What follows belongs to an exercise in optimizing a design on an open flow for small area; a production flow would make more cautious choices.
Function was checked by simulation only, so behaviour that the tests miss may differ from the original.
Power and IR drop assume default switching activity.

$ cat flow/flow/run.sh
#!/bin/bash
# The standard layout with three area-oriented settings; synthesis and
# everything else is the standard flow:
# - clock tree synthesis without dummy loads and with larger sink clusters;
# - the port buffers are the smallest buffer (the resizer may still size them);
# - after global routing, cells on paths with positive slack are downsized.
set -euo pipefail
cts="-sink_clustering_enable -repair_clock_nets -dont_use_dummy_load"
cts="$cts -sink_clustering_size 20 -sink_clustering_max_diameter 100"
bash standard.sh "CTS_ARGS=$cts" \
    "BUFFER_PORTS_ARGS=-buffer_cell sky130_fd_sc_hd__buf_1" \
    "RECOVER_POWER=100" finish > standard_flow.log 2>&1
$ cat flow/standard.sh
#!/bin/bash
# synth_recipe.tcl (not shown) runs the flow's synth.tcl, then flattens the netlist and writes it again
# the make line also repeats each setting of config.mk as NAME=value (left out here)
make -C /OpenROAD-flow-scripts/flow DESIGN_CONFIG=/design/flow/config.mk WORK_HOME=/design/flow/orfs CLKGATE_MAP_FILE= SYNTH_SCRIPT=/design/flow/synth_recipe.tcl "${@:-finish}"
$ cat flow/config.mk
export PLATFORM = sky130hd
export DESIGN_NAME = dali_bcb
export DESIGN_NICKNAME = dali_bcb
export VERILOG_FILES = /design/flow/design.v
export SDC_FILE = /design/flow/constraint.sdc
export NUM_CORES = 4
export LEC_CHECK = 0
export CAP_MARGIN = 20
export CORE_MARGIN = 2
export CORE_UTILIZATION = 40
export SLEW_MARGIN = 20
$ cat flow/constraint.sdc
create_clock -name core_clock -period 30.0 [get_ports {clk}]
set_input_delay 6.0000 -clock core_clock [delete_from_list [all_inputs] [get_ports {clk}]]
set_output_delay 6.0000 -clock core_clock [all_outputs]
set_load 0.01 [all_outputs]
$ cat flow/design.v
module dali_classify (
    input  wire [23:0] d,
    input  wire [23:0] te,
    input  wire [5:0]  tol,       
    output wire        is_one,
    output wire        is_two,
    output wire        above2,
    output wire [31:0] te100      
);
    function [32:0] f_add(input [31:0] a, input [31:0] b, input ci);
        integer i;
        reg c;
        begin
            c = ci;
            for (i = 0; i < 32; i = i + 1) begin
                f_add[i] = a[i] ^ b[i] ^ c;
                c = (a[i] & b[i]) | (a[i] & c) | (b[i] & c);
            end
            f_add[32] = c;
        end
    endfunction
    function f_ge(input [31:0] a, input [31:0] b);
        integer i;
        reg c;
        begin
            c = 1'b1;
            for (i = 0; i < 32; i = i + 1)
                c = (a[i] & ~b[i]) | (a[i] & c) | (~b[i] & c);
            f_ge = c;
        end
    endfunction
    wire [31:0] p0 = tol[0] ? {8'd0, te} : 32'd0;
    wire [31:0] p1 = (tol[1] ? {7'd0, te, 1'b0} : 32'd0) |
                     (tol[5] ? {3'd0, te, 5'd0} : 32'd0);
    wire [31:0] p2 = tol[2] ? {6'd0, te, 2'd0} : 32'd0;
    wire [31:0] p3 = tol[3] ? {5'd0, te, 3'd0} : 32'd0;
    wire [31:0] p4 = tol[4] ? {4'd0, te, 4'd0} : 32'd0;
    wire [32:0] s01  = f_add(p0, p1, 1'b0);
    wire [32:0] s23  = f_add(p2, p3, 1'b0);
    wire [32:0] s014 = f_add(s01[31:0], p4, 1'b0);
    wire [32:0] tt   = f_add(s014[31:0], s23[31:0], 1'b0);
    wire [32:0] y1 = f_add({2'd0, te, 6'd0}, {3'd0, te, 5'd0}, 1'b0);
    wire [32:0] y  = f_add(y1[31:0], {6'd0, te, 2'd0}, 1'b0);
    wire [32:0] x1 = f_add({2'd0, d, 6'd0}, {3'd0, d, 5'd0}, 1'b0);
    wire [32:0] x  = f_add(x1[31:0], {6'd0, d, 2'd0}, 1'b0);
    wire [32:0] r  = f_add(y[31:0], tt[31:0], 1'b0);
    wire [32:0] m  = f_add(y[31:0], ~tt[31:0], 1'b1);
    wire ge1 = f_ge(x[31:0], m[31:0]);
    wire le1 = f_ge(r[31:0], x[31:0]);
    wire ge2 = f_ge({1'b0, x[31:1]}, m[31:0]);
    wire le2 = f_ge(r[31:0], {1'b0, x[31:1]});
    assign is_one = ge1 & le1;
    assign is_two = !(ge1 & le1) & ge2 & le2;
    assign above2 = !le2;
    assign te100 = y[31:0];
endmodule
module dali_bcb (
    input  wire        clk,
    input  wire        rst,
    input  wire        sense_active,
    output wire        drv_active,
    input  wire [31:0] cmd,
    input  wire        cmd_valid,
    output wire [3:0]  rsp_status,
    output reg  [31:0] rsp_data,
    output wire        irq
);
    function [32:0] f_add(input [31:0] a, input [31:0] b, input ci);
        integer i;
        reg c;
        begin
            c = ci;
            for (i = 0; i < 32; i = i + 1) begin
                f_add[i] = a[i] ^ b[i] ^ c;
                c = (a[i] & b[i]) | (a[i] & c) | (b[i] & c);
            end
            f_add[32] = c;
        end
    endfunction
    function [32:0] f_inc(input [31:0] a, input ci);
        integer i;
        reg c;
        begin
            c = ci;
            for (i = 0; i < 32; i = i + 1) begin
                f_inc[i] = a[i] ^ c;
                c = a[i] & c;
            end
            f_inc[32] = c;
        end
    endfunction
    function [31:0] f_dec(input [31:0] a, input bi);
        integer i;
        reg b;
        begin
            b = bi;
            for (i = 0; i < 32; i = i + 1) begin
                f_dec[i] = a[i] ^ b;
                b = ~a[i] & b;
            end
        end
    endfunction
    function f_ge(input [31:0] a, input [31:0] b);
        integer i;
        reg c;
        begin
            c = 1'b1;
            for (i = 0; i < 32; i = i + 1)
                c = (a[i] & ~b[i]) | (a[i] & c) | (~b[i] & c);
            f_ge = c;
        end
    endfunction
    localparam [1:0] CAP_OFF = 2'd0, CAP_WAIT = 2'd1, CAP_RUN = 2'd2;
    localparam [1:0] TX_IDLE = 2'd0, TX_SEND = 2'd1, TX_BREAK = 2'd2;
    localparam [1:0] DEC_BITS = 2'd0, DEC_STOP = 2'd1, DEC_DONE = 2'd2;
    localparam [1:0] LK_UNKNOWN = 2'd0, LK_FWD = 2'd1, LK_BWD = 2'd2;
    localparam [2:0] EV_FRAME_RECEIVED = 3'd1, EV_TX_COMPLETED = 3'd2,
                     EV_COLLISION = 3'd3, EV_FRAME_ERROR = 3'd4,
                     EV_BUS_FAILURE = 3'd5;
    localparam [4:0] R_BAD_DURATION = 5'd1, R_NO_START = 5'd2,
                     R_BAD_SYMBOL = 5'd3, R_TRAILING = 5'd5,
                     R_NONSTANDARD = 5'd6, R_LEN_MISMATCH = 5'd8,
                     R_DATA_MISMATCH = 5'd9, R_ECHO_TIMEOUT = 5'd10;
    localparam [2:0] ST_OK = 3'd0, ST_ILLEGAL = 3'd1, ST_BAD_ARG = 3'd2,
                     ST_FULL = 3'd3, ST_BUSY = 3'd4, ST_DISABLED = 3'd5;
    reg [23:0] cfg_te, cfg_long_idle, cfg_busfail;
    reg [23:0] cfg_gap_fwd, cfg_gap_bwd, cfg_echo_to, cfg_break;
    reg [5:0]  cfg_tol;
    reg        ctrl_en, ctrl_irq_en;
    reg [31:0] now;
    reg        line;            
    reg [31:0] last_edge;
    reg [1:0]  last_kind;
    reg [1:0]  cap;
    reg [23:0] rcnt;
    reg        run_first;
    reg [1:0]  dec_st;
    reg        dec_start, dec_half, dec_a;
    reg [5:0]  dec_n;
    reg [23:0] dec_v;
    reg [2:0]  dec_err;
    reg [1:0]  txs;
    reg [5:0]  tx_hd;           
    reg [23:0] tx_cnt;
    reg [23:0] tmr;             
    reg        pv;
    reg [24:0] pe;              
    reg [24:0] txq_mem [0:3];
    reg [1:0]  txq_head, txq_tail;
    reg [2:0]  txq_cnt;
    reg [25:0] evq_mem [0:15];
    reg [3:0]  evq_head, evq_tail;
    reg [4:0]  evq_cnt;
    reg        evq_ovf;
    reg [2:0]  rsp_st;
    reg        f_txok, f_pop, f_flush, f_status, f_cfgr, f_now, f_edge;
    reg [25:0] evq_head_rd;
    integer    q;
    always @* begin
        evq_head_rd = 26'd0;
        for (q = 0; q < 16; q = q + 1)
            evq_head_rd = evq_head_rd | (evq_mem[q] & {26{f_pop && evq_cnt != 5'd0 && evq_head == q}});
    end
    assign rsp_status = {1'b0, rsp_st};
    wire [1:0]  pn = {pe[24], ~pe[24] & pe[23]};
    wire [23:0] pd = {pe[24] & pe[23], pe[22:0]};
    wire [4:0] tx_pair = tx_hd[5:1];
    reg        send_level;
    always @* begin
        if (tx_pair == 5'd0)
            send_level = 1'b0;
        else if (tx_pair == {pn[1] | pn[0], ~pn[0], 3'b001})
            send_level = tx_hd[0];
        else
            send_level = pd[tx_pair - 5'd1] ~^ tx_hd[0];
    end
    assign drv_active = !rst && ((txs == TX_BREAK) || (txs == TX_SEND && send_level));
    assign irq = !rst && ctrl_irq_en && (evq_cnt != 5'd0);
    wire s = sense_active;
    wire li_le_bf = f_ge({8'd0, cfg_busfail}, {8'd0, cfg_long_idle});
    wire [23:0] cls_d = ctrl_en ? rcnt : (li_le_bf ? cfg_long_idle : cfg_busfail);
    wire cls_one, cls_two, cls_above2;
    wire [31:0] te100;
    dali_classify u_classify (
        .d(cls_d), .te(cfg_te), .tol(cfg_tol),
        .is_one(cls_one), .is_two(cls_two), .above2(cls_above2), .te100(te100)
    );
    wire [32:0] e2 = f_add({7'd0, cfg_te, 1'b0}, {8'd0, cfg_long_idle}, 1'b0);
    wire [32:0] e3 = f_add({1'b0, te100[31:1]}, e2[31:0], 1'b0);
    wire echo_ok = !f_ge(e3[31:0], {8'd0, cfg_echo_to});
    wire joint_ok = cls_above2 && echo_ok &&
                    f_ge({8'd0, cfg_gap_fwd}, {8'd0, cfg_long_idle}) &&
                    !f_ge({8'd0, cfg_gap_fwd}, {8'd0, cfg_gap_bwd});
    wire [32:0] now_inc  = f_inc(now, 1'b1);
    wire [32:0] rcnt_inc = f_inc({8'd0, rcnt}, 1'b1);
    wire [32:0] dec_n_inc32 = f_inc({26'd0, dec_n}, 1'b1);
    wire [5:0]  dec_n_inc = dec_n_inc32[5:0];
    wire [23:0] n_rcnt = ((s != line) || (s && cap != CAP_RUN)) ? 24'd1 :
                         (rcnt_inc[23:0] | {24{rcnt_inc[24]}});
    wire [32:0] cnt_inc  = f_inc({8'd0, tx_cnt}, 1'b1);
    wire [32:0] tmr_inc  = f_inc({8'd0, tmr}, 1'b1);
    reg [7:0]  cfg_we;
    reg        n_ctrl_en, n_ctrl_irq_en;
    reg [31:0] n_last_edge;
    reg [1:0]  n_last_kind;
    reg [1:0]  n_cap;
    reg        n_run_first;
    reg [1:0]  n_dec_st;
    reg        n_dec_start, n_dec_half, n_dec_a;
    reg [5:0]  n_dec_n;
    reg [23:0] n_dec_v;
    reg [2:0]  n_dec_err;
    reg [1:0]  n_txs;
    reg [5:0]  n_tx_hd;
    reg [23:0] n_tx_cnt, n_tmr;
    reg        n_pv;
    reg [24:0] n_pe;
    reg [1:0]  n_txq_head, n_txq_tail;
    reg [2:0]  n_txq_cnt;
    reg        txq_we;
    reg [3:0]  n_evq_head, n_evq_tail;
    reg [4:0]  n_evq_cnt;
    reg        n_evq_ovf;
    reg        evq_we;
    reg [2:0]  n_rsp_st;
    reg [31:0] n_rsp_data;
    reg        pulse_done, pulse_level, sym_bad;
    reg [1:0]  nsym;
    reg        burst_end, end_idle, end_busfail_first;
    reg        r_busfail, r_err, r_frame;
    reg [4:0]  r_reason;
    reg [5:0]  r_n;
    reg [23:0] r_v;
    reg [1:0]  r_len;
    reg        r_std;
    reg        emit;
    reg [25:0] emit_pk;
    reg [23:0] gap;
    reg        gap_met;
    reg [3:0]  idx;
    reg [23:0] val;
    reg [23:0] cfg_rd;
    reg [24:0] txq_top;
    reg [25:0] ev_rd;
    reg [4:0]  t_evq_cnt;
    reg [2:0]  t_txq_cnt;
    reg [31:0] ev_word;
    always @* begin
        cfg_we = 8'd0; n_ctrl_en = ctrl_en; n_ctrl_irq_en = ctrl_irq_en;
        n_last_edge = last_edge; n_last_kind = last_kind;
        n_cap = cap; n_run_first = run_first;
        n_dec_st = dec_st; n_dec_start = dec_start; n_dec_half = dec_half;
        n_dec_a = dec_a; n_dec_n = dec_n; n_dec_v = dec_v; n_dec_err = dec_err;
        n_txs = txs; n_tx_hd = tx_hd; n_tx_cnt = tx_cnt; n_tmr = tmr_inc[23:0];
        n_pv = pv; n_pe = pe;
        n_txq_head = txq_head; n_txq_tail = txq_tail; n_txq_cnt = txq_cnt;
        txq_we = 1'b0;
        n_evq_head = evq_head; n_evq_tail = evq_tail; n_evq_cnt = evq_cnt;
        n_evq_ovf = evq_ovf; evq_we = 1'b0;
        n_rsp_st = ST_OK; n_rsp_data = 32'd0;
        f_txok = 1'b0; f_pop = 1'b0; f_flush = 1'b0; f_status = 1'b0;
        f_cfgr = 1'b0; f_now = 1'b0; f_edge = 1'b0;
        pulse_done = 1'b0; pulse_level = line; nsym = 2'd0; sym_bad = 1'b0;
        burst_end = 1'b0; end_idle = 1'b0; end_busfail_first = 1'b0;
        r_busfail = 1'b0; r_err = 1'b0; r_frame = 1'b0;
        r_reason = 5'd0; r_n = 6'd0; r_v = 24'd0; r_len = 2'd0; r_std = 1'b0;
        emit = 1'b0; emit_pk = 26'd0;
        idx = 4'd0; val = 24'd0; cfg_rd = 24'd0;
        if (s != line)
            n_last_edge = now;
        if (cap == CAP_WAIT) begin
            if (s) begin
                n_cap = CAP_RUN;
                n_run_first = 1'b1;
                n_dec_st = DEC_BITS;
                n_dec_start = 1'b1;
                n_dec_half = 1'b0;
                n_dec_a = 1'b0;
                n_dec_n = 6'd0;
                n_dec_v = 24'd0;
                n_dec_err = 3'd0;
            end
        end else if (cap == CAP_RUN) begin
            if (s == line) begin
                if (rcnt_inc[23:0] == (s ? cfg_busfail : cfg_long_idle)) begin
                    burst_end = 1'b1;
                    if (!s)
                        end_idle = 1'b1;
                    else if (run_first)
                        end_busfail_first = 1'b1;
                    else begin
                        pulse_done = 1'b1;
                        sym_bad = 1'b1;
                        nsym = 2'd1;
                    end
                end
            end else begin
                pulse_done = 1'b1;
                n_run_first = 1'b0;
                if (cls_one)
                    nsym = 2'd1;
                else if (cls_two)
                    nsym = 2'd2;
                else begin
                    nsym = 2'd1;
                    sym_bad = 1'b1;
                end
            end
        end
        if (nsym != 2'd0) begin
            case (dec_st)
                DEC_BITS: begin
                    if (sym_bad) begin
                        n_dec_st = DEC_DONE;
                        n_dec_err = R_BAD_DURATION[2:0];
                    end else if (!dec_half) begin
                        if (nsym == 2'd1) begin
                            n_dec_half = 1'b1;
                            n_dec_a = pulse_level;
                        end else begin
                            n_dec_st = (dec_start || pulse_level) ? DEC_DONE : DEC_STOP;
                            n_dec_err = dec_start ? R_NO_START[2:0] : R_BAD_SYMBOL[2:0];
                        end
                    end else begin
                        n_dec_half = 1'b0;
                        if (dec_start) begin
                            if (dec_a && !pulse_level)
                                n_dec_start = 1'b0;
                            else begin
                                n_dec_st = DEC_DONE;
                                n_dec_err = R_NO_START[2:0];
                            end
                        end else if (dec_a != pulse_level) begin
                            n_dec_v = {dec_v[22:0], dec_a};
                            n_dec_n = dec_n_inc;
                            if (dec_n_inc == 6'd32) begin
                                n_dec_st = DEC_DONE;
                                n_dec_err = 3'd0;
                            end
                        end else if (!dec_a) begin
                            n_dec_st = DEC_STOP;
                        end else begin
                            n_dec_st = DEC_DONE;
                            n_dec_err = R_BAD_SYMBOL[2:0];
                        end
                        if (nsym == 2'd2) begin
                            if (n_dec_st == DEC_BITS) begin
                                n_dec_half = 1'b1;
                                n_dec_a = pulse_level;
                            end else if (n_dec_st == DEC_STOP) begin
                                n_dec_st = DEC_DONE;
                                n_dec_err = R_TRAILING[2:0];
                            end
                        end
                    end
                end
                DEC_STOP: begin
                    n_dec_st = DEC_DONE;
                    n_dec_err = R_TRAILING[2:0];
                end
                default: ;
            endcase
        end
        if (burst_end) begin
            n_cap = CAP_WAIT;
            r_v = dec_v;
            r_n = dec_n;
            if (end_busfail_first) begin
                r_busfail = 1'b1;
            end else if (!end_idle) begin
                if (dec_st == DEC_DONE && dec_err == 3'd0)
                    r_frame = 1'b1;
                else begin
                    r_err = 1'b1;
                    r_reason = (dec_st == DEC_BITS) ? R_BAD_DURATION :
                               (dec_st == DEC_STOP) ? R_TRAILING : {2'b00, dec_err};
                end
            end else if (dec_st == DEC_DONE) begin
                if (dec_err == 3'd0) r_frame = 1'b1;
                else begin r_err = 1'b1; r_reason = {2'b00, dec_err}; end
            end else if (dec_st == DEC_STOP) begin
                r_frame = 1'b1;
            end else if (dec_start) begin
                if (dec_half && dec_a) r_frame = 1'b1;
                else begin r_err = 1'b1; r_reason = R_NO_START; end
            end else begin
                r_frame = 1'b1;
                if (dec_half && dec_a) begin
                    r_v = {dec_v[22:0], 1'b1};
                    r_n = dec_n_inc;
                end
            end
            r_len = (r_n == 6'd8) ? 2'd0 : (r_n == 6'd16) ? 2'd1 : 2'd2;
            r_std = (r_n == 6'd8) || (r_n == 6'd16) || (r_n == 6'd24);
            emit = 1'b1;
            n_pv = 1'b0;
            n_last_kind = LK_UNKNOWN;
            if (r_busfail) begin
                emit_pk = {2'd0, EV_BUS_FAILURE, 4'd0, pv, 16'd0};
                if (pv && txs == TX_SEND) n_txs = TX_IDLE;
            end else if (r_err) begin
                emit_pk = {2'd0, pv ? EV_COLLISION : EV_FRAME_ERROR, r_reason, 16'd0};
            end else if (!r_std || (pv && r_len != pn)) begin
                emit_pk = {2'd0, pv ? EV_COLLISION : EV_FRAME_ERROR,
                           pv ? R_LEN_MISMATCH : R_NONSTANDARD, 10'd0, r_n};
            end else if (pv && r_v != pd) begin
                emit_pk = {2'd3, r_v};
            end else begin
                if (r_len == 2'd2)
                    emit_pk = {pv, !pv, r_v};
                else
                    emit_pk = {2'd0, pv ? EV_TX_COMPLETED : EV_FRAME_RECEIVED,
                               2'b00, r_len == 2'd0, r_len, r_v[15:0]};
                n_last_kind = (r_len == 2'd0) ? LK_BWD : LK_FWD;
            end
        end
        if (n_pv && tmr == cfg_echo_to) begin
            emit = 1'b1;
            emit_pk = {2'd0, EV_COLLISION, R_ECHO_TIMEOUT, 16'd0};
            n_pv = 1'b0;
            n_last_kind = LK_UNKNOWN;
        end
        if (emit) begin
            if (!evq_cnt[4]) begin
                evq_we = 1'b1;
                n_evq_tail = f_inc({28'd0, evq_tail}, 1'b1);
                n_evq_cnt = f_inc({27'd0, evq_cnt}, 1'b1);
            end else
                n_evq_ovf = 1'b1;
        end
        if (n_txs == TX_SEND) begin
            if (cnt_inc[23:0] == cfg_te) begin
                n_tx_cnt = 24'd0;
                if (tx_hd == 6'd0)
                    n_txs = TX_IDLE;
                else
                    n_tx_hd = f_dec({26'd0, tx_hd}, 1'b1);
            end else
                n_tx_cnt = cnt_inc[23:0];
        end else if (n_txs == TX_BREAK) begin
            if (tmr == cfg_break) begin
                n_txs = TX_IDLE;
                n_cap = CAP_WAIT;
                n_last_kind = LK_UNKNOWN;
            end
        end
        gap = (n_last_kind == LK_FWD) ? cfg_gap_fwd : cfg_gap_bwd;
        gap_met = !s && f_ge({8'd0, n_rcnt}, {8'd0, gap});
        txq_top = txq_mem[txq_head];
        if (ctrl_en && n_txs == TX_IDLE && !n_pv && txq_cnt != 3'd0 &&
            n_cap == CAP_WAIT && gap_met) begin
            n_txq_head = txq_head + 2'd1;
            n_txq_cnt = f_dec({29'd0, txq_cnt}, 1'b1);
            n_txs = TX_SEND;
            n_pe = txq_top;
            n_tx_hd = txq_top[24] ? 6'd51 : txq_top[23] ? 6'd35 : 6'd19;
            n_tx_cnt = 24'd0;
            n_tmr = 24'd0;
            n_pv = 1'b1;
        end
        t_evq_cnt = n_evq_cnt;
        t_txq_cnt = n_txq_cnt;
        if (cmd_valid) begin
            idx = cmd[27:24];
            val = cmd[23:0];
            n_rsp_st = ST_OK;
            n_rsp_data = 32'd0;
            case (cmd[31:28])
                4'h0: if (cmd[27:0] != 28'd0) n_rsp_st = ST_ILLEGAL;
                4'h1: begin
                    if (cmd[27:26] != 2'd0 || cmd[25:24] == 2'd3)
                        n_rsp_st = ST_ILLEGAL;
                    else if (!ctrl_en)
                        n_rsp_st = ST_DISABLED;
                    else if ((cmd[25:24] == 2'd0 && val[23:8] != 16'd0) ||
                             (cmd[25:24] == 2'd1 && val[23:16] != 8'd0))
                        n_rsp_st = ST_BAD_ARG;
                    else if (n_txq_cnt[2])
                        n_rsp_st = ST_FULL;
                    else begin
                        txq_we = 1'b1;
                        n_txq_tail = txq_tail + 2'd1;
                        n_txq_cnt = f_inc({29'd0, n_txq_cnt}, 1'b1);
                        f_txok = 1'b1;
                    end
                end
                4'h2: begin
                    if (cmd[27:0] != 28'd0)
                        n_rsp_st = ST_ILLEGAL;
                    else if (!ctrl_en)
                        n_rsp_st = ST_DISABLED;
                    else if (n_txs != TX_IDLE || n_pv)
                        n_rsp_st = ST_BUSY;
                    else begin
                        n_txs = TX_BREAK;
                        n_tmr = 24'd1;
                        n_cap = CAP_OFF;
                    end
                end
                4'h3: begin
                    if (cmd[27:0] != 28'd0)
                        n_rsp_st = ST_ILLEGAL;
                    else if (n_evq_cnt != 5'd0) begin
                        f_pop = 1'b1;
                        n_evq_head = f_inc({28'd0, evq_head}, 1'b1);
                        n_evq_cnt = f_dec({27'd0, n_evq_cnt}, 1'b1);
                    end
                end
                4'h4: begin
                    if (cmd[27:0] != 28'd0)
                        n_rsp_st = ST_ILLEGAL;
                    else begin
                        f_flush = 1'b1;
                        n_evq_head = n_evq_tail;
                        n_evq_cnt = 5'd0;
                    end
                end
                4'h5: begin
                    if (cmd[27:0] != 28'd0)
                        n_rsp_st = ST_ILLEGAL;
                    else begin
                        f_status = 1'b1;
                    end
                end
                4'h6: begin
                    if (idx >= 4'd9)
                        n_rsp_st = ST_ILLEGAL;
                    else if (idx == 4'd8) begin
                        if (val[23:2] != 22'd0)
                            n_rsp_st = ST_BAD_ARG;
                        else if (!ctrl_en && val[0] && !joint_ok)
                            n_rsp_st = ST_BAD_ARG;
                        else begin
                            n_ctrl_en = val[0];
                            n_ctrl_irq_en = val[1];
                            if (!ctrl_en && val[0]) begin
                                n_cap = CAP_WAIT;
                                n_last_kind = LK_UNKNOWN;
                            end
                            if (ctrl_en && !val[0]) begin
                                n_txs = TX_IDLE;
                                n_cap = CAP_OFF;
                                n_pv = 1'b0;
                                n_txq_head = 2'd0;
                                n_txq_tail = 2'd0;
                                n_txq_cnt = 3'd0;
                            end
                        end
                    end else begin
                        if (ctrl_en)
                            n_rsp_st = ST_BUSY;
                        else if (idx == 4'd1 && (val[23:6] != 18'd0 || (val[5] && val[4:1] != 4'd0)))
                            n_rsp_st = ST_BAD_ARG;
                        else if (idx != 4'd1 && val == 24'd0)
                            n_rsp_st = ST_BAD_ARG;
                        else
                            cfg_we[idx[2:0]] = 1'b1;
                    end
                end
                4'h7: begin
                    if (idx >= 4'd9 || val != 24'd0)
                        n_rsp_st = ST_ILLEGAL;
                    else begin
                        f_cfgr = 1'b1;
                    end
                end
                4'h8: begin
                    if (cmd[27:1] != 27'd0)
                        n_rsp_st = ST_ILLEGAL;
                    else if (cmd[0])
                        n_evq_ovf = 1'b0;
                end
                4'h9: begin
                    if (cmd[27:1] != 27'd0)
                        n_rsp_st = ST_ILLEGAL;
                    else
                    begin
                        f_now = !cmd[0];
                        f_edge = cmd[0];
                    end
                end
                default: n_rsp_st = ST_ILLEGAL;
            endcase
        end
        ev_rd = evq_head_rd | (emit_pk & {26{f_pop && evq_cnt == 5'd0}});
        if (ev_rd[25:24] != 2'd0)
            ev_word = {1'b0, ev_rd[25:24], (ev_rd[25:24] == 2'd3) ? R_DATA_MISMATCH : 5'd2, ev_rd[23:0]};
        else
            ev_word = {ev_rd[23:16], 8'd0, ev_rd[15:0]};
        cfg_rd = (cfg_te & {24{f_cfgr && idx == 4'd0}}) |
                 ({18'd0, cfg_tol} & {24{f_cfgr && idx == 4'd1}}) |
                 (cfg_long_idle & {24{f_cfgr && idx == 4'd2}}) |
                 (cfg_busfail & {24{f_cfgr && idx == 4'd3}}) |
                 (cfg_gap_fwd & {24{f_cfgr && idx == 4'd4}}) |
                 (cfg_gap_bwd & {24{f_cfgr && idx == 4'd5}}) |
                 (cfg_echo_to & {24{f_cfgr && idx == 4'd6}}) |
                 (cfg_break & {24{f_cfgr && idx == 4'd7}}) |
                 ({22'd0, ctrl_irq_en, ctrl_en} & {24{f_cfgr && idx == 4'd8}});
        n_rsp_data = ev_word | {8'd0, cfg_rd} |
                     (now_inc[31:0] & {32{f_now}}) | (n_last_edge & {32{f_edge}}) |
                     ({29'd0, n_txq_cnt} & {32{f_txok}}) |
                     ({27'd0, t_evq_cnt} & {32{f_flush}}) |
                     ({7'd0, ctrl_irq_en && (t_evq_cnt != 5'd0), 3'd0, t_evq_cnt,
                       1'b0, t_txq_cnt, 2'b00, n_last_kind,
                       n_evq_ovf, n_cap == CAP_RUN, gap_met, s, n_pv,
                       n_txs == TX_BREAK, n_txs == TX_SEND, ctrl_en} & {32{f_status}});
    end
    always @(posedge clk) begin
        if (rst) begin
            ctrl_en <= 1'b0;
            ctrl_irq_en <= 1'b0;
            now <= 32'd0;
            line <= 1'b0;
            rcnt <= 24'd0;
            last_kind <= LK_UNKNOWN;
            cap <= CAP_OFF;
            txs <= TX_IDLE;
            pv <= 1'b0;
            txq_head <= 2'd0;
            txq_tail <= 2'd0;
            txq_cnt <= 3'd0;
            evq_head <= 4'd0;
            evq_tail <= 4'd0;
            evq_cnt <= 5'd0;
            evq_ovf <= 1'b0;
        end else begin
            ctrl_en <= n_ctrl_en;
            ctrl_irq_en <= n_ctrl_irq_en;
            now <= now_inc[31:0];
            line <= s;
            rcnt <= n_rcnt;
            last_kind <= n_last_kind;
            cap <= n_cap;
            txs <= n_txs;
            pv <= n_pv;
            txq_head <= n_txq_head;
            txq_tail <= n_txq_tail;
            txq_cnt <= n_txq_cnt;
            evq_head <= n_evq_head;
            evq_tail <= n_evq_tail;
            evq_cnt <= n_evq_cnt;
            evq_ovf <= n_evq_ovf;
        end
    end
    wire [23:0] val_set = cmd[23:0] | {24{rst}};     
    wire [23:0] val_clr = cmd[23:0] & ~{24{rst}};    
    function [23:0] f_rv(input [23:0] rv);
        f_rv = (rv & val_set) | (~rv & val_clr);
    endfunction
    always @(posedge clk) begin
        if (rst || cfg_we[0]) cfg_te <= f_rv(24'd417);
        if (rst || cfg_we[1]) cfg_tol <= f_rv(24'd20);
        if (rst || cfg_we[2]) cfg_long_idle <= f_rv(24'd1668);
        if (rst || cfg_we[3]) cfg_busfail <= f_rv(24'd500000);
        if (rst || cfg_we[4]) cfg_gap_fwd <= f_rv(24'd9174);
        if (rst || cfg_we[5]) cfg_gap_bwd <= f_rv(24'd13500);
        if (rst || cfg_we[6]) cfg_echo_to <= f_rv(24'd43368);
        if (rst || cfg_we[7]) cfg_break <= f_rv(24'd1300);
        if (rst || s != line) last_edge <= now & ~{32{rst}};
        if (rst || cmd_valid) begin
            rsp_st <= n_rsp_st & ~{3{rst}};
            rsp_data <= n_rsp_data & ~{32{rst}};
        end
    end
    always @(posedge clk) begin
        run_first <= n_run_first;
        dec_st <= n_dec_st;
        dec_start <= n_dec_start;
        dec_half <= n_dec_half;
        dec_a <= n_dec_a;
        dec_n <= n_dec_n;
        dec_v <= n_dec_v;
        dec_err <= n_dec_err;
        tx_hd <= n_tx_hd;
        tx_cnt <= n_tx_cnt;
        tmr <= n_tmr;
        pe <= n_pe;
        if (!rst && txq_we)
            txq_mem[txq_tail] <= {cmd[25], cmd[25] ? cmd[23] : cmd[24], cmd[22:0]};
        if (!rst && evq_we)
            evq_mem[evq_tail] <= emit_pk;
    end
endmodule
==> results.txt, run 1 <==
outcome complete, but fails checks; SO Viols max-capacitance violations, max-slew violations; Via density 6.14; post-DP HPWL 139000 microns; placed cells 6472; fill count 12900; DRT antenna net count 0; end of the critical path txq_mem[1][2]; Crit path depth 20; Setup crit start sense_active; cell area after synthesis 55000 sq um; final core occ 0.429; post-route insts no fill 6539; CTS tree built; Row Count 136; largest net degree at the start of global routing 154; Post-synth EDFFs 789; Core Region 137000 sq um; Static Leak 20.6 nW; Worst-Margin Slew 7580 ps; Top Ports 74; Post-CTS Setup Bufs 0; clock root cell clkbuf_16; Register Area 27200 sq um; drt first pass iters 9; worst-path cell chain clkbuf_2, clkbuf_1, mux2i_1, xnor2_1, nor4_1, nand4_1, nor3_1, clkbuf_1, o21ai_0, a2111o_1, o21ai_0, a311oi_1, a221o_1, a2111oi_0, nor2_2, a22o_1, mux2_1, and3_1, and2_0, clkbuf_1; setup_tns 0 ps; Post-Place Cell Area 57600 sq um; crit path launch type input pin; GRT overflow 0; final instance area 58700 sq um; IO buf count 72; worst reg-to-reg path cell count 50; synthesis warning total 2; RSZ-0062 raised after global routing false; Setup Viol. Count Final 0; Cells after Synth 4749; shortest period the worst path allows 19860 ps; CTS resizes 0; final hold vios 0; syn avg cell area 11.6 sq um; die height 375 microns; vias 40200; initial antenna violation count 16; buffer and inverter count on the worst path 4; worst reg-to-reg setup slack 11040 ps; ys async rst share 0; WS Path Type input pin to flip-flop; Post-Route WL 191000 microns; area grow syn2layout 6.80%; DRC viols 0; WL/cell 29.2 microns; worst setup margin 10140 ps; max_cap viols 38; reg2reg end dec_n[5]; Tightest Hold Check Type flip-flop to flip-flop; Setup Skew 115 ps; cell mode on critical path clkbuf_1; CP Capture Type flip-flop; Worst-path clk slew 80 ps; CP delay by family, top compound AO/OA/AOI/OAI gates; RD Place Congestion 1.00; Max-Slew Margin vs Limit -4.05; maximum vdd ir drop 0.135 mV; multi-input logic area 25600 sq um; clock tree sinks 962; sequential area share after synthesis 0.494; critical path required time 30250 ps; vias in the first global route 39000; CTS buffer count 55; first-pass GRT wire length 275000 microns; Worst EP arrival 20110 ps; distinct cell type count of the synthesized netlist 98; Die ar. 140000 sq um; PD cells 93.2 nW/um^2; Post-synth top flop edfxtp_1; RR Startpoint cfg_tol[1]; layout cells sized above 1 0.0503; crit path max fanout 43; max frequency 0.0504 GHz; H-tree Lvls 2; gr usage total 0.267; critical path's largest stage delay 2490 ps; Synth Register Bits 962; fin. max-slew vios 1125; Post-Place Setup Slack 12360 ps; Iteration-0 DRC Markers 4666; Final nets 5238; Max stage delay cell, worst path a2111oi_0; Syn Nets 5249; worst skew pair latency 710 ps; Die X 375 microns; Max clock buf depth 3; CTS Hold Bufs 0; Final Cycle Share 0.662; Initial Util 0.401
[power breakdown]
part	internal, mW	leakage, nW	switching [mW]	total [mW]
registers	1.46	8.23	0.0497	1.51
clock network	0.325	0.678	0.425	0.750
logic	1.27	11.7	1.95	3.21
total	3.05	20.6	2.42	5.47
[cell families after synthesis]
family,count (synthesis),synth area share
simple gates,1306,0.118
buf+inv,626,0.0437
flops,962,0.494
compound gates,1092,0.143
other cells,1,0.0000682
mux,102,0.0262
fa+ha+maj,499,0.150
xor+xnor,161,0.0256
[routing by layer]
| metal | vias up | GRT usage | wire length, microns |
|---|---|---|---|
| met5 | - | 0 | 65 |
| met4 | 10 | 0.120 | 9920 |
| met3 | 395 | 0.0517 | 17300 |
| met2 | 1960 | 0.425 | 86700 |
| met1 | 20400 | 0.355 | 76900 |
| li1 | 17400 | - | - |
[synthesized netlist by cell type, drive strengths merged, types with 10 or more instances]
cell type  count  share of area
or2           28         0.0032
o2bb2ai       10         0.0016
nor3          46         0.0043
nand2b        47         0.0053
clkbuf       228          0.016
nor4          50         0.0059
nor3b         29         0.0040
nor2b        156          0.018
o31ai         22         0.0030
o2111ai       25         0.0040
a221oi       102          0.016
xor2          76          0.012
a2111oi       19         0.0037
o211ai        19         0.0028
o21a          15         0.0020
and3          39         0.0045
fa           280           0.10
inv          375          0.026
edfxtp       789           0.43
nor2         275          0.019
mux4          32          0.013
nand3         89         0.0081
a221o         14         0.0025
xnor2         85          0.014
nand2        393          0.027
a22oi        120          0.016
a21oi        209          0.019
nand4         46         0.0055
o221ai        13         0.0022
a31oi         43         0.0049
o22ai         42         0.0048
buf           23         0.0025
nor4b         10         0.0016
mux2i         62          0.011
o21ai        164          0.015
or3           12         0.0014
and2          69         0.0079
dfxtp        173          0.063
ha           184          0.042
a222oi        37         0.0067
maj3          35         0.0064
a22o          93          0.015
a311oi        10         0.0016
a211oi        33         0.0045
[how the worst min path moves through the flow]
stage / from / cells past startpoint / slack (ps) / to
6_report: now[0] / 1 / 480 / now[0]
5_1_grt: now[0] / 1 / 500 / now[0]
4_1_cts: now[0] / 1 / 480 / now[0]
3_5_place_dp: now[0] / 1 / 460 / now[0]
3_3_place_gp: now[0] / 1 / 450 / now[0]
2_1_floorplan: now[0] / 1 / 420 / now[0]
[registers in the layout, indices dropped and copies added, names as in the netlist, 25 cells and up]
signal     flops
evq_mem      416
txq_mem      100
last_edge     32
now           32
rsp_data      32
pe            25
[through the flow]
step	total power, mW	hold WS [ps]
after floorplan	3.73	422
after global placement	4.65	452
after detailed placement	4.67	461
after CTS	5.42	481
after global routing	5.84	504
final	5.47	481
[area by class of cell]
class / instances / share of cell area
Antenna cell: 9 / 0.000383
Clock buffer: 55 / 0.0234
Inverter: 375 / 0.0240
Multi-Input combinational cell: 3161 / 0.435
Sequential cell: 962 / 0.462
Tap cell: 1794 / 0.0382
Timing Repair Buffer: 183 / 0.0161
[worst reg2reg max path, delay by kind of cell, from the launching register on]
family,cells,cell delay [ps]
fa+ha+maj,33,12830
compound gates,8,2530
buf+inv,6,1880
simple gates,3,890
flops,1,770
[placed cells by master, fill, tap and decap left out, types with 22 or more instances in the layout]
cell type  synthesis  routed
a221oi_1         102     102
inv_1            375     375
a22oi_1          120     120
nand2b_1          47      47
nand4_1           44      44
nor2b_1          156     154
fa_1             280     280
nand2_1          393     393
nor3_1            45      40
xnor2_1           85      84
a211oi_1          33      33
o22ai_1           42      42
a22o_1            93      93
and2_1            68      60
nor3b_1           29      29
or2_2             27      26
buf_4              1      69
mux4_2            32      32
mux2i_1           62      62
clkbuf_16          0      55
a222oi_1          37      37
maj3_1            35      35
a21oi_1          208     208
and3_1            38      38
ha_1             184     184
clkbuf_1         228      66
o31ai_1           22      22
nand3_1           89      89
a31oi_1           43      43
o21ai_0          158     162
edfxtp_1         789     789
nor2_1           274     265
xor2_1            76      75
dfxtp_1          173     172
buf_1             12      47
o2111ai_1         25      25
nor4_1            48      40
==> run 2, diff against run 1 <==
==> flow/flow/run.sh (replaced) <==
#!/bin/bash
# The standard layout with two area-oriented settings; synthesis and
# everything else is the standard flow:
# - clock tree synthesis without dummy loads and with larger sink clusters;
# - the port buffers are the smallest buffer (the resizer may still size them).
set -euo pipefail
cts="-sink_clustering_enable -repair_clock_nets -dont_use_dummy_load"
cts="$cts -sink_clustering_size 20 -sink_clustering_max_diameter 100"
bash standard.sh "CTS_ARGS=$cts" \
    "BUFFER_PORTS_ARGS=-buffer_cell sky130_fd_sc_hd__buf_1" finish > standard_flow.log 2>&1
==> run 2 against run 1 <==
Now clean on timing, DRC and antenna. Utilization grew 0.21 points. Routed wire length is essentially flat. Synthesized cell count stayed put. Highest routed layer unchanged.
==> results.txt, run 2 <==
clock tree sinks 962; Core Region 137000 sq um; Die X 375 microns; first-pass GRT wire length 275000 microns; area grow syn2layout 7.32%; setup_tns 0 ps; post-synth top area share 0.431; H-tree Lvls 2; critical path required time 30610 ps; Synth Area in Compound Gates 0.143; placed cells 6472; crit path max fanout 57; gr usage total 0.267; die height 375 microns; cell mode on critical path fa_1; Worst EP arrival 18310 ps; clock root cell clkbuf_16; Post-synth EDFFs 789; vias 40200; max_cap viols 0; Syn Nets 5249; Post-synth top flop edfxtp_1; RSZ-0062 raised after global routing false; largest family of logic cells by synthesized area adder cells; Row Count 136; Setup Skew 117 ps; WL/cell 29.2 microns; Cells after Synth 4749; RD Place Congestion 1.00; CTS tree built; CP Capture Type flip-flop; final hold vios 0; Setup Viol. Count Final 0; initial antenna violation count 16; Synth Register Bits 962; Final nets 5238; outcome finished clean; Max clock buf depth 3; syn avg cell area 11.6 sq um; DRT antenna net count 0; multiplexer share of the synthesized area 0.0262; Via density 6.15; CTS Hold Bufs 0; Post-Route WL 191000 microns; Final Cycle Share 0.590; CTS buffer count 55; synthesis warning total 2; most frequent cells in the layout 789 x edfxtp_1, 390 x nand2_1, 375 x inv_1, 280 x fa_1, 262 x nor2_1; drt first pass iters 8; IO buf count 72; layout cells sized above 1 0.0640; Top reg by flops evq_mem; Largest register FFs 416; fin. max-slew vios 0; Post-Synth XOR/XNOR Area 0.0256; top-count cell post-synth edfxtp_1; maximum vdd ir drop 0.137 mV; top cells by area, synth edfxtp_1 43%, fa_1 10%, dfxtp_1 6.3%; fill count 12800; CP delay by family, top adder cells; most common cell after layout, fill and taps aside edfxtp_1; vias in the first global route 39000; post-synthesis adder-cell area fraction 0.150; post-route insts no fill 6536; Post-synth top cells 789 x edfxtp_1, 393 x nand2_1, 375 x inv_1, 280 x fa_1, 274 x nor2_1; Iteration-0 DRC Markers 4778; largest net degree at the start of global routing 154; worst skew pair latency 710 ps; cell area after synthesis 55000 sq um; Max stage delay cell, worst path edfxtp_1; max frequency 0.0565 GHz; crit path launch type flip-flop; distinct cell type count of the synthesized netlist 98; critical path's largest stage delay 770 ps; Worst-path clk slew 90 ps; Tightest Hold Check Type flip-flop to flip-flop; Max-Slew Margin vs Limit 0.167; Initial Util 0.401; ys async rst share 0; PD cells 92.8 nW/um^2; Static Leak 20.8 nW; top flop regs evq_mem: 416 flops, txq_mem: 100 flops; Worst-Margin Slew 1240 ps; WS Path Type flip-flop to flip-flop; post-DP HPWL 139000 microns; DRC viols 0; Post-CTS Setup Bufs 0; final instance area 59000 sq um; Post-Synth Simple-Gate Area 0.118; sequential area share after synthesis 0.494; Post-Place Cell Area 57600 sq um; GRT overflow 0; Die ar. 140000 sq um; Top Ports 74; shortest period the worst path allows 17700 ps; Yosys top cell by area edfxtp_1; buffer and inverter count on the worst path 6; CTS resizes 0
-- run 2: worst reg2reg max path, delay by kind of cell, from the launching register on --
| kind | cells | cell delay [ps] |
|---|---|---|
| DFF | 1 | 770 |
| adders and majority gates | 33 | 12840 |
| AOI/OAI and AO/OA | 8 | 2460 |
| and+or+nand+nor | 3 | 830 |
| buffers and inverters | 6 | 760 |
-- run 2: power by group --
group	switching (mW)	total (mW)	internal, mW
Sequential	0.0498	1.51	1.46
Combinational	1.95	3.21	1.26
Clock	0.426	0.751	0.325
-- run 2: final cells by class --
class,instances,area (sq um),area share
Multi-Input combinational cell,3161,25700,0.435
Sequential cell,962,27200,0.460
Inverter,375,1410,0.0238
Clock buffer,55,1380,0.0233
Tap cell,1794,2240,0.0380
Timing Repair Buffer,183,1140,0.0194
Antenna cell,6,15.0,0.000254
-- run 2: logic make-up (layout without fill, tap and decap cells) --
| logic type | Yosys count | in the layout |
|---|---|---|
| adders and majority gates | 499 | 499 |
| xor gates and xnor gates | 161 | 161 |
| buffers and inverters | 626 | 613 |
| DFF | 962 | 962 |
| other | 1 | 7 |
| muxes | 102 | 102 |
| and+or+nand+nor | 1306 | 1306 |
| AOI/OAI and AO/OA | 1092 | 1092 |
-- run 2: metal layers --
metal / track usage / wire [microns] / up-vias
met3: 0.0517 / 17400 / 380
met1: 0.355 / 76800 / 20400
met4: 0.120 / 9790 / 12
li1: - / - / 17400
met2: 0.425 / 86800 / 1919
met5: 0 / 69 / -
-- run 2: final timing paths --
kind                                 start        to  slack [ps]  cells past startpoint
worst max-delay path            cfg_tol[1]  dec_n[5]       12300                     50
worst min-delay path                now[0]    now[0]         480                      1
worst max register to register  cfg_tol[1]  dec_n[5]       12300                     50
worst min register to register      now[0]    now[0]         480                      1
-- run 2: per-stage QoR --
stage | hold WS (ps) | utilization | worst slack (ps) | power, mW
global placement | 452 | 0.420 | 12590 | 4.65
floorplan | 422 | - | 14060 | 3.73
detailed placement | 461 | 0.420 | 12360 | 4.67
CTS | 481 | 0.430 | 12410 | 5.42
finish | 481 | 0.431 | 12300 | 5.47
global route | 504 | 0.431 | 11640 | 5.84
==> run 3, diff against run 2 <==
--- a/flow/config.mk
+++ b/flow/config.mk
@@ -6,6 +6,6 @@
 export NUM_CORES = 4
 export LEC_CHECK = 0
-export CAP_MARGIN = 20
+export CAP_MARGIN = 5
 export CORE_MARGIN = 2
 export CORE_UTILIZATION = 40
-export SLEW_MARGIN = 20
+export SLEW_MARGIN = 5
==> run 3 against run 2 <==
Still clean on timing, DRC and antenna. Non-clock buffer count decreased by 3. Global-route usage about the same. Synthesized cell count unchanged. Final cell count about the same. Register-to-register slack got worse by 70 ps. Clock power rose by 0.9%.
==> results.txt, run 3 <==
maximum vdd ir drop 0.128 mV; ys async rst share 0; cell area after synthesis 55000 sq um; Final Cycle Share 0.592; clock root cell clkbuf_16; Max clock buf depth 3; WL/cell 29.2 microns; Power Total 5.48 mW; met3 usage 0.0483; cell mode on critical path fa_1; RD Place Congestion 1.00; IO buf count 72; GR peak layer met2; max_cap viols 0; worst setup margin 12230 ps; Post-Place Setup Slack 12370 ps; Initial Util 0.401; post-DP HPWL 139000 microns; outcome finished clean; first-pass GRT wire length 275000 microns; grt met2 use 0.427; final core occ 0.431; CTS tree built; RSZ-0062 raised after global routing false; Worst-path clk slew 90 ps; gr usage total 0.267; Max-Slew Margin vs Limit 0.125; Yosys top cell by area edfxtp_1; DRC viols 0; DRT antenna net count 0; buffer and inverter count on the worst path 6; met1 global-route usage 0.357; final hold vios 0; syn avg cell area 11.6 sq um; area grow syn2layout 7.29%; Core Region 137000 sq um; Row Count 136; largest net degree at the start of global routing 154; Iteration-0 DRC Markers 4884; Post-CTS Setup Bufs 0; Worst-Margin Slew 1280 ps; Die X 375 microns; Post-synth EDFFs 789; distinct cell type count of the synthesized netlist 98; most common cell after layout, fill and taps aside edfxtp_1; Die ar. 140000 sq um; Post-synth top cells 789 x edfxtp_1, 393 x nand2_1, 375 x inv_1, 280 x fa_1, 274 x nor2_1; top cells by area, synth edfxtp_1 43%, fa_1 10%, dfxtp_1 6.3%; top flop regs evq_mem: 416 flops, txq_mem: 100 flops; shortest period the worst path allows 17770 ps; Largest register FFs 416; fin. max-slew vios 0; post-synth top area share 0.431; die height 375 microns; top-count cell post-synth edfxtp_1; synthesis warning total 2; Setup Skew 121 ps; critical path's largest stage delay 760 ps; Cells after Synth 4749; initial antenna violation count 14; drt first pass iters 8; Via density 6.13; CTS resizes 0; worst skew pair latency 710 ps; clock tree sinks 962; GRT overflow 0; Worst EP arrival 18370 ps; WS Path Type flip-flop to flip-flop; most frequent cells in the layout 789 x edfxtp_1, 390 x nand2_1, 375 x inv_1, 280 x fa_1, 262 x nor2_1; Final nets 5236; layout cells sized above 1 0.0636; CTS Hold Bufs 0; sequential area share after synthesis 0.494; Top reg by flops evq_mem; Synth Register Bits 962; Static Leak 20.8 nW; CTS buffer count 56; vias 40100; crit path launch type flip-flop; critical path required time 30600 ps; Post-synth top flop edfxtp_1; H-tree Lvls 2; Tightest Hold Check Type flip-flop to flip-flop; CP Capture Type flip-flop; Setup Viol. Count Final 0; setup_tns 0 ps; PD cells 92.8 nW/um^2; Post-Route WL 191000 microns; vias in the first global route 39000; Top Ports 74; CP delay by family, top adder cells; Max stage delay cell, worst path edfxtp_1; max frequency 0.0563 GHz; Syn Nets 5249; crit path max fanout 57
-- run 3: cell count changes in the layout (fill, tap and decap cells not counted), sizes merged --
cell / change
diode: +1
buf: -3
clkbuf: +1
-- run 3: cells by family after synthesis --
| kind of cell | synth area share |
|---|---|
| simple gates | 0.118 |
| xor+xnor | 0.0256 |
| buf+inv | 0.0437 |
| fa+ha+maj | 0.150 |
| compound gates | 0.143 |
| flops | 0.494 |
| mux | 0.0262 |
| other cells | 0.0000682 |
-- run 3: path summary, 6_finish.rpt --
path / to / startpoint / cells after the start / slack [ps]
setup / recovery: dec_n[5] / cfg_tol[1] / 50 / 12230
hold reg to reg: now[0] / now[0] / 1 / 490
hold / removal: now[0] / now[0] / 1 / 490
setup reg to reg: dec_n[5] / cfg_tol[1] / 50 / 12230
-- run 3: layout make-up --
cell class	instances	area (sq um)
Fill cell	12700	78000
Sequential cell	962	27200
Multi-Input combinational cell	3161	25700
Tap cell	1794	2240
Inverter	375	1410
Clock buffer	56	1400
Timing Repair Buffer	180	1100
Antenna cell	7	17.5
-- run 3: power breakdown --
group,switching (mW),internal [mW]
Clock,0.428,0.330
Sequential,0.0499,1.46
Combinational,1.95,1.26
Total,2.42,3.05
-- run 3: worst reg2reg max path: cells and delay by family, from the launching register on --
| family | cells | cell delay (ps) |
|---|---|---|
| DFF | 1 | 760 |
| AOI/OAI and AO/OA | 8 | 2490 |
| adders and majority gates | 33 | 12900 |
| and+or+nand+nor | 3 | 810 |
| buffers and inverters | 6 | 770 |
-- run 3: per-layer routing --
| metal | wire [microns] | up-vias |
|---|---|---|
| met5 | 79 | - |
| met3 | 18100 | 392 |
| met4 | 9440 | 12 |
| met2 | 87000 | 1994 |
| met1 | 76000 | 20300 |
| li1 | - | 17400 |
-- run 3: metrics by stage --
step,hold WS (ps),cell area (sq um),instances
5_1_grt,506,59000,6529
3_5_place_dp,460,57600,6472
3_3_place_gp,452,57600,6472
2_1_floorplan,422,55000,4749
6_report,486,59000,6535
4_1_cts,479,59000,6528
==> run 4, diff against run 3 <==
--- a/flow/design.v
+++ b/flow/design.v
@@ -252,5 +252,5 @@
         n_dec_st = dec_st; n_dec_start = dec_start; n_dec_half = dec_half;
         n_dec_a = dec_a; n_dec_n = dec_n; n_dec_v = dec_v; n_dec_err = dec_err;
-        n_txs = txs; n_tx_hd = tx_hd; n_tx_cnt = tx_cnt; n_tmr = tmr_inc[23:0];
+        n_txs = txs; n_tx_hd = tx_hd; n_tx_cnt = cnt_inc[23:0]; n_tmr = tmr_inc[23:0];
         n_pv = pv; n_pe = pe;
         n_txq_head = txq_head; n_txq_tail = txq_tail; n_txq_cnt = txq_cnt;
--- a/flow/flow/run.sh
+++ b/flow/flow/run.sh
@@ -6,5 +6,5 @@
 set -euo pipefail
 cts="-sink_clustering_enable -repair_clock_nets -dont_use_dummy_load"
-cts="$cts -sink_clustering_size 20 -sink_clustering_max_diameter 100"
+cts="$cts -sink_clustering_size 28 -sink_clustering_max_diameter 100"
 bash standard.sh "CTS_ARGS=$cts" \
     "BUFFER_PORTS_ARGS=-buffer_cell sky130_fd_sc_hd__buf_1" finish > standard_flow.log 2>&1
--- a/flow/config.mk
+++ b/flow/config.mk
@@ -6,6 +6,6 @@
 export NUM_CORES = 4
 export LEC_CHECK = 0
-export CAP_MARGIN = 5
+export CAP_MARGIN = 20
 export CORE_MARGIN = 2
 export CORE_UTILIZATION = 40
-export SLEW_MARGIN = 5
+export SLEW_MARGIN = 20
==> run 4 against run 3 <==
Setup slack better by 64 ps. Still clean on timing, DRC and antenna. Total power is 3.7% lower. First-iteration DRC count is 7.7% lower. Largest power group unchanged. Synthesized cell count is 0.99% lower. Critical path type unchanged. Sequential power hardly changed. Routed wire length is 3.7% lower.
==> results.txt, run 4 <==
Max-Slew Margin vs Limit 0.119; Synth Register Bits 962; crit path launch type flip-flop; drt first pass iters 6; CTS buffer count 43; Initial Util 0.403; Post-synth top flop edfxtp_1; met3 usage 0.0420; max_cap viols 0; maximum vdd ir drop 0.116 mV; grt met2 use 0.402; Syn Nets 5202; Post-synth top cells 789 x edfxtp_1, 393 x inv_1, 337 x nand2_1, 309 x nor2_1, 280 x fa_1; Tightest Hold Check Type flip-flop to flip-flop; initial antenna violation count 9; WS Path Type flip-flop to flip-flop; Worst EP arrival 18220 ps; met1 global-route usage 0.359; distinct cell type count of the synthesized netlist 93; Core Region 135000 sq um; crit path max fanout 59; IO buf count 72; max frequency 0.0565 GHz; vias in the first global route 38300; shortest period the worst path allows 17710 ps; post-DP HPWL 133000 microns; setup_tns 0 ps; Top Ports 74; most frequent cells in the layout 789 x edfxtp_1, 392 x inv_1, 335 x nand2_1, 285 x nor2_1, 280 x fa_1; CTS resizes 0; synthesis warning total 2; cell mode on critical path fa_1; worst skew pair latency 650 ps; Die X 373 microns; area grow syn2layout 6.88%; first-pass GRT wire length 265000 microns; Yosys top cell by area edfxtp_1; Worst-path clk slew 110 ps; largest net degree at the start of global routing 113; Worst-Margin Slew 1320 ps; syn avg cell area 11.6 sq um; Post-synth EDFFs 789; CTS Hold Bufs 0; top cells by area, synth edfxtp_1 43%, fa_1 10%, dfxtp_1 6.4%; Cells after Synth 4702; Final nets 5184; Via density 6.09; top-count cell post-synth edfxtp_1; Final Cycle Share 0.590; CTS tree built; RD Place Congestion 1.01; cell area after synthesis 54500 sq um; Post-CTS Setup Bufs 0; clock root cell clkbuf_16; die height 373 microns; critical path's largest stage delay 800 ps; Iteration-0 DRC Markers 4506; final hold vios 0; WL/cell 28.4 microns; critical path required time 30510 ps; GR peak layer met2; gr usage total 0.259; DRC viols 0; Post-Route WL 184000 microns; H-tree Lvls 2; top flop regs evq_mem: 416 flops, txq_mem: 100 flops; sequential area share after synthesis 0.498; CP Capture Type flip-flop; vias 39400; DRT antenna net count 0; most common cell after layout, fill and taps aside edfxtp_1; Max clock buf depth 3; Static Leak 20.2 nW; Top reg by flops evq_mem; hold path depth 1; Max stage delay cell, worst path o311ai_1; worst reg-to-reg path cell count 54; Row Count 135; Setup Viol. Count Final 0; fin. max-slew vios 0; PD cells 90.6 nW/um^2; ys async rst share 0; layout cells sized above 1 0.0589; outcome finished clean; Die ar. 139000 sq um; clock tree sinks 962; GRT overflow 0; post-synth top area share 0.435; Largest register FFs 416; RSZ-0062 raised after global routing false; Hold WS 503 ps; Setup Skew 96.5 ps
[run 4: cell types whose count changed after synthesis, sizes merged, moves of 18 or more]
| cell | before | now |
|---|---|---|
| a21oi | 209 | 184 |
| a22oi | 120 | 157 |
| clkbuf | 228 | 199 |
| inv | 375 | 393 |
| nand2 | 393 | 337 |
| nand3 | 89 | 112 |
| nor2 | 275 | 309 |
| nor2b | 156 | 134 |
| nor3 | 46 | 74 |
| nor3b | 29 | 5 |
[run 4: worst paths after layout]
| path | from | end | slack, ps |
|---|---|---|---|
| worst max register to register | cfg_tol[1] | dec_v[21] | 12290 |
| worst min-delay path | tx_cnt[0] | tx_cnt[0] | 500 |
| worst min register to register | tx_cnt[0] | tx_cnt[0] | 500 |
| worst max-delay path | cfg_tol[1] | dec_v[21] | 12290 |
[run 4: kinds of logic after synthesis]
logic type | share of synthesized area
other cells | 0.0000688
fa+ha+maj | 0.154
xor+xnor | 0.0243
compound gates | 0.135
mux | 0.0268
flops | 0.498
buf+inv | 0.0444
simple gates | 0.117
[run 4: power by group]
part,internal (mW),total [mW],switching (mW)
registers,1.46,1.51,0.0522
clock network,0.258,0.662,0.404
logic,1.24,3.10,1.86
total,2.96,5.28,2.31
[run 4: critical path, delay by kind of cell (launching register included)]
family / cells / cell delay, ps
adder cells (fa/ha/maj): 33 / 12700
AO/OA/AOI/OAI: 6 / 2060
AND/OR/NAND/NOR: 6 / 1240
buffers and inverters: 9 / 840
flip-flops: 1 / 740
[run 4: metrics by stage]
| stage | setup slack (ps) | std cells | instance area, sq um | util | total power [mW] |
|---|---|---|---|---|---|
| floorplan | 13810 | 4702 | 54500 | - | 3.79 |
| global route | 11420 | 6463 | 58200 | 0.430 | 5.68 |
| finish | 12290 | 6464 | 58200 | 0.430 | 5.28 |
| detailed placement | 12520 | 6419 | 57100 | 0.422 | 4.58 |
| global placement | 12440 | 6416 | 57000 | 0.422 | 4.56 |
| CTS | 12500 | 6462 | 58200 | 0.430 | 5.24 |
[run 4: layout make-up]
| type | instances | area (sq um) |
|---|---|---|
| antenna | 1 | 2.50 |
| clock buffer | 43 | 1080 |
| fill | 12500 | 77100 |
| inverter | 394 | 1480 |
| multi-input combinational | 3111 | 25200 |
| sequential | 962 | 27200 |
| tap | 1781 | 2230 |
| timing repair buffer | 172 | 1110 |
[run 4: metal layers]
layer  vias up  part of all wire
met3       292             0.090
li1      17200                 -
met1     20000              0.41
met4         4             0.048
met2      1885              0.45
met5         -           0.00014
==> run 5, diff against run 4 <==
--- a/flow/flow/run.sh
+++ b/flow/flow/run.sh
@@ -6,5 +6,5 @@
 set -euo pipefail
 cts="-sink_clustering_enable -repair_clock_nets -dont_use_dummy_load"
-cts="$cts -sink_clustering_size 28 -sink_clustering_max_diameter 100"
+cts="$cts -sink_clustering_size 22 -sink_clustering_max_diameter 100"
 bash standard.sh "CTS_ARGS=$cts" \
     "BUFFER_PORTS_ARGS=-buffer_cell sky130_fd_sc_hd__buf_1" finish > standard_flow.log 2>&1
==> run 5 against run 4 <==
Routed wire length up 0.20%. Hold slack worse by 5.1 ps. Area after synthesis unchanged. Final cell count up 0.12%. Clock skew up 3.7 ps. Sequential power about the same. Clock power up 8.5%. Cell area up 0.30%. Critical path depth unchanged. Synthesized cell count unchanged. Via count about the same. Critical path type unchanged. Largest cell class unchanged. Largest power group unchanged.
==> results.txt, run 5 <==
fin. max-slew vios 0; Synth Register Bits 962; PD cells 91.1 nW/um^2; setup_tns 0 ps; crit path max fanout 59; CTS Hold Bufs 0; hold path start now[0]; RSZ-0062 raised after global routing false; Power Total 5.32 mW; DRC viols 0; Synth Area in Compound Gates 0.135; Post-CTS Setup Bufs 0; Syn Nets 5202; hold path depth 1; switch share 0.436; CP Capture Type flip-flop; shortest period the worst path allows 17810 ps; ys async rst share 0; Post-synth top cells 789 x edfxtp_1, 393 x inv_1, 337 x nand2_1, 309 x nor2_1, 280 x fa_1; CTS tree built; vias 39400; worst setup margin 12190 ps; initial antenna violation count 9; most frequent cells in the layout 789 x edfxtp_1, 392 x inv_1, 335 x nand2_1, 285 x nor2_1, 280 x fa_1; fill count 12500; Top Ports 74; Max-Slew Margin vs Limit 0.145; P_int 3.00 mW; syn avg cell area 11.6 sq um; clock share of power 0.135; area grow syn2layout 7.20%; gr usage total 0.260; Yosys top cell by area edfxtp_1; max frequency 0.0562 GHz; WS Path Type flip-flop to flip-flop; RR Startpoint cfg_tol[1]; Post-synth EDFFs 789; Max stage delay cell, worst path o311ai_1; critical path's largest stage delay 790 ps; final core occ 0.432; Final nets 5191; Via density 6.08; Top reg by flops evq_mem; final hold vios 0; Initial Util 0.403; Post-Route WL 184000 microns; Die X 373 microns; vias in the first global route 38400; Core Region 135000 sq um; distinct cell type count of the synthesized netlist 93; Worst EP arrival 18330 ps; reg2reg end dec_v[16]; cell mode on critical path fa_1; worst reg-to-reg path cell count 54; Seq pwr share 0.284; CTS buffer count 50; Worst Hold End now[0]; cell area after synthesis 54500 sq um; Post-Place Setup Slack 12520 ps; maximum vdd ir drop 0.114 mV; CTS resizes 0; Post-Synth Simple-Gate Area 0.117; crit path launch type flip-flop; largest family of logic cells by synthesized area adder cells; synthesis warning total 2; GRT overflow 0; Die ar. 139000 sq um; worst reg-to-reg setup slack 12190 ps; Max clock buf depth 3; drt first pass iters 6; Post-synth top flop edfxtp_1; H-tree Lvls 2; Static Leak 20.3 nW; top flop regs evq_mem: 416 flops, txq_mem: 100 flops; Largest register FFs 416; clock root cell clkbuf_16; Final Cycle Share 0.594; Row Count 135; critical path required time 30520 ps; post-synthesis adder-cell area fraction 0.154; largest net degree at the start of global routing 113; post-synth top area share 0.435; max_cap viols 0; DRT antenna net count 0; top-count cell post-synth edfxtp_1; first-pass GRT wire length 266000 microns; WL/cell 28.4 microns; top cells by area, synth edfxtp_1 43%, fa_1 10%, dfxtp_1 6.4%; layout cells sized above 1 0.0604; Tightest Hold Check Type flip-flop to flip-flop; Comb pwr share 0.581; sequential area share after synthesis 0.498; Worst-path clk slew 110 ps; die height 373 microns; Hold WS 498 ps; Post-Synth XOR/XNOR Area 0.0243; Setup Viol. Count Final 0; post-DP HPWL 133000 microns; clock tree sinks 962; IO buf count 72; most common cell after layout, fill and taps aside edfxtp_1; Cells after Synth 4702; Setup Skew 100 ps; multiplexer share of the synthesized area 0.0268; Worst-Margin Slew 1270 ps; worst skew pair latency 700 ps; RD Place Congestion 1.01; Psw 2.32 mW; outcome finished clean; Iteration-0 DRC Markers 4842
run 5: cell counts after synthesis:
Identical to the previous run, type by type.
run 5: final cells by class:
type	instances	area, sq um	share of cell area
Clock buffer	50	1250	0.0214
Sequential cell	962	27200	0.465
Inverter	394	1480	0.0253
Tap cell	1781	2230	0.0382
Timing Repair Buffer	172	1110	0.0190
Antenna cell	2	5.00	0.0000857
Multi-Input combinational cell	3111	25200	0.431
run 5: through the flow:
step / std cells / area [sq um]
finish: 6472 / 58400
global route: 6470 / 58400
CTS: 6469 / 58400
detailed placement: 6419 / 57100
global placement: 6416 / 57000
floorplan: 4702 / 54500
run 5: cell families (layout without fill, tap and decap cells):
| logic type | after synthesis | count (layout) |
|---|---|---|
| multiplexers | 103 | 103 |
| other | 1 | 3 |
| buffers and inverters | 629 | 616 |
| flip-flops | 962 | 962 |
| AND/OR/NAND/NOR | 1300 | 1300 |
| AO/OA/AOI/OAI | 1045 | 1045 |
| XOR/XNOR | 151 | 151 |
| adder cells (fa/ha/maj) | 511 | 511 |
run 5: worst max path at each step:
| stage | startpoint | to | slack [ps] |
|---|---|---|---|
| 2_1_floorplan | cfg_te[0] | dec_n[0] | 13810 |
| 3_3_place_gp | cfg_tol[1] | dec_v[2] | 12440 |
| 3_5_place_dp | cfg_tol[1] | dec_v[12] | 12520 |
| 4_1_cts | cfg_tol[1] | dec_v[18] | 12470 |
| 5_1_grt | cfg_tol[1] | dec_v[16] | 11350 |
| 6_report | cfg_tol[1] | dec_v[16] | 12190 |
run 5: metal layers:
| metal | part of all wire | global-route usage |
|---|---|---|
| met1 | 0.42 | 0.360 |
| met2 | 0.45 | 0.405 |
| met3 | 0.086 | 0.0421 |
| met4 | 0.047 | 0.109 |
| met5 | 0.00013 | 0 |
run 5: worst max-delay path: cells and delay by family, from the launching register on:
kind,cells,cell delay [ps]
AND/OR/NAND/NOR,6,1270
adder cells (fa/ha/maj),33,12700
AO/OA/AOI/OAI,6,2080
flip-flops,1,750
buffers and inverters,9,830
run 5: power groups by stage:
| stage | sequential (mW) | combinational [mW] | clock (mW) |
|---|---|---|---|
| floorplan | 1.51 | 2.28 | 0 |
| global placement | 1.54 | 3.03 | 0 |
| detailed placement | 1.54 | 3.04 | 0 |
| CTS | 1.51 | 3.06 | 0.726 |
| global route | 1.51 | 3.46 | 0.766 |
| finish | 1.51 | 3.09 | 0.718 |

port drivers added, routing unchanged:
No port has a modelled driver above. Below, the same layouts with a new extraction and two added sets of constraints.
Step 1 sets driving cells, clkbuf_16 on the clock port and buf_2 on the other inputs (assumed; they add their load-dependent delay and slew).
Step 2 times the ports against the registers' clock, not the clock port: input delays grow and output delays shrink by t, the midpoint of the rising clock arrivals with the driver on.
a / b / c = ideal ports / drivers / drivers and shift; a / b = the first two.
run	t, ns	setup slack, ns	worst setup path at the end	worst data-port slew with drivers (ns)	pins driven straight from the clock port
run 1	0.734	10.142 / 10.198 / 9.464	input to register	0.21	1
run 2	0.732	12.305 / 12.305 / 12.305	register to register	0.20	1
run 3	0.732	12.230 / 12.230 / 12.230	register to register	0.20	1
run 4	0.684	12.294 / 12.294 / 12.294	register to register	0.12	1
run 5	0.729	12.191 / 12.191 / 12.191	register to register	0.12	1
For run 1, which loses most, drivers alone change the setup slack by +0.056 ns; drivers and shift together by -0.678 ns.
